What follows belongs to an exercise in optimizing a design on an open flow for small area, a short achievable clock period and few clock cycles per item; a production flow would make more cautious choices. In this exercise RTL edits were held to simulation tests only and were not proved equivalent to the original.

Design fmd_norm, start of the top module:
module fmd_norm (
    input  wire        clk,
    input  wire        rst_n,
    input  wire        in_valid,
    output wire        in_ready,
    input  wire        in_first,
    input  wire [63:0] in_data,
    input  wire [63:0] in_peak,
    input  wire        in_rnd,
    output wire        out_valid,
    input  wire        out_ready,
    output wire [15:0] out_pcm
);
    localparam integer K = 2;    
    reg               i_v;
    reg               i_first;
    reg               i_sw;
    reg [52:0]        i_wm;
    reg signed [12:0] i_we;
    reg [52:0]        i_pm;
    reg signed [12:0] i_pe;
    reg               i_rnd;
    reg               i_wpd;     
    reg               i_ppd;     
    reg               i_rdy;     
    wire i_wz   = ~|i_wm;
    wire i_pz   = ~|i_pm;
    wire w_ok   = ~i_wpd;
    wire p_ok   = ~i_ppd;
    reg               p_v;
    reg [51:0]        p_ma;
    reg [4:0]         p_d;       
    reg               p_zero;    
    reg               p_sat;     
    reg               p_sgn;
    reg [52:0]        a_pm;
    reg signed [12:0] a_pe;
    reg               a_pz;
    reg               a_rnd;
    reg               e_v;       
    reg               e_res;     
    reg [53:0]        e_r;
    reg signed [6:0]  e_e;
    reg signed [6:0]  e_eg;
    reg [15:0]        e_i;
    reg               e_h, e_inc, e_stk, e_stq, e_sgn, e_sat;
    reg               o_v0, o_v1;
    reg [15:0]        o_d0, o_d1;
    wire frz  = e_res & o_v1;                  
    wire cons = ~e_v & p_v & ~frz;             
    wire mv   = i_v & w_ok & p_ok & (i_first ? (~p_v & ~e_v) : (~p_v | cons));
    wire acc  = in_valid & i_rdy;
    wire act  = e_v | p_v;
    wire done;
    wire push = e_res & ~o_v1;
    wire pop  = o_v0 & out_ready;
    wire in_sub = (in_data[62:52] == 11'd0) & (|in_data[51:0]);
    wire n_i_v   = acc | (i_v & ~mv);
  ...
Settings: LEC_CHECK=0, CAP_MARGIN=20, CORE_MARGIN=2, CORE_UTILIZATION=40, SLEW_MARGIN=20; clock period 40.0 ns.
run.sh (not shown) runs the stock make flow with config.mk's settings and CLKGATE_MAP_FILE= SYNTH_SCRIPT=/design/flow/synth_recipe.tcl, a recipe that flattens the netlist after the stock synthesis.
Testbench counts at the start, summed over its fixed seeds: cycles 27,438, items 6,144.
==> next run, changes <==
--- a/flow/design.v
+++ b/flow/design.v
@@ -93,23 +93,23 @@
     input  wire        rst_n,
     input  wire        in_valid,
     output wire        in_ready,
     input  wire        in_first,
     input  wire [63:0] in_data,
     input  wire [63:0] in_peak,
     input  wire        in_rnd,
     output wire        out_valid,
     input  wire        out_ready,
     output wire [15:0] out_pcm
 );
-    localparam integer K = 2;    
+    localparam integer K = 3;    
     reg               i_v;
     reg               i_first;
     reg               i_sw;
     reg [52:0]        i_wm;
     reg signed [12:0] i_we;
     reg [52:0]        i_pm;
     reg signed [12:0] i_pe;
     reg               i_rnd;
     reg               i_wpd;     
     reg               i_ppd;     
     reg               i_rdy;     
Via count goes up by roughly a tenth.
Non-clock buffer count goes up by 1.
Clock skew goes down by 19 ps.
Setup slack is worse by 2700 ps.
Wire length goes up by roughly a tenth.
Maximum frequency goes down by about a fifth.
Final cell count goes up by roughly a tenth.
Area after synthesis goes up by a little under a tenth.
Testbench counts after the change, summed over its fixed seeds: cycles 19,404, items 6,144.


== job 9327 ==
fmd_norm, a different RTL version from the one above (not shown whole).
For scale: roughly 2800 cells after synthesis, ~390 flip-flops.
Settings: LEC_CHECK=0, CAP_MARGIN=20, CORE_MARGIN=2, CORE_UTILIZATION=40, SLEW_MARGIN=20; clock period 40.0 ns.
Job 9327 ended with every stage complete and zero timing, DRC or antenna violations.
Testbench counts of job 9327, summed over its fixed seeds: cycles 27,440, items 6,144.
Relative to job 9327, the following input files were edited for job 9652:
-- flow/design.v --
<<< job 9327, line 132
    output wire [15:0] out_pcm
);
    localparam integer K = 2;    
    reg               i_v;
    reg               i_first;
>>> job 9652, line 132
    output wire [15:0] out_pcm
);
    localparam integer K = 3;    
    reg               i_v;
    reg               i_first;
## What came out
Taking job 9327 as the reference, in job 9652 met3 track demand over resource fell 0.97 points, final cell count increased by 689 relative to the old numbers, fraction of area in multi-input gates has increased. Global-route usage in job 9652 vs job 9327: up 0.59 points. Diff job 9327 -> job 9652: detailed-route vias per instance now larger, synthesized flop and latch total did not really move. Taking job 9327 as the reference point, the peak per-stage delay on the critical path of job 9652 falls by 0.07 ns. Looking at achievable frequency, job 9652 sits 0.021 GHz lower than job 9327 does.
Testbench counts of job 9652, summed over its fixed seeds: cycles 19,407, items 6,144.

[what the ideal ports hide]
Ports are ideal in the flow. The routed layouts listed here were re-timed in OpenROAD.
Step 1 (the two cells are an assumption about what drives the block):
set clk [get_ports {clk}]
set_driving_cell -lib_cell sky130_fd_sc_hd__clkbuf_16 $clk
set_driving_cell -lib_cell sky130_fd_sc_hd__buf_2 [delete_from_list [all_inputs] $clk]
Step 2, shift: input delay + t, output delay - t, t = (earliest + latest rising clock arrival at the registers) / 2. This alone moves slack from input paths to output paths.
Three values: ideal, step 1, step 2; two values: the first two.
run	shift t [ns]	setup WS [ns]	latest minus earliest clock arrival (ns)	worst slew at a driven data input, ns
the first run of note 1	0.686	28.756 / 28.804 / 28.118	0.046 / 0.046	0.13
the second run of note 1	0.694	26.041 / 26.041 / 26.041	0.027 / 0.027	0.06
job 9327	0.671	29.445 / 29.445 / 29.445	0.027 / 0.027	0.05
job 9652	0.649	26.384 / 26.384 / 26.384	0.033 / 0.033	0.05
After both steps every run listed still meets setup and hold. The setup slack of the first run of note 1, which loses most, moves by +0.048 ns with the drivers and by -0.638 ns with both steps.
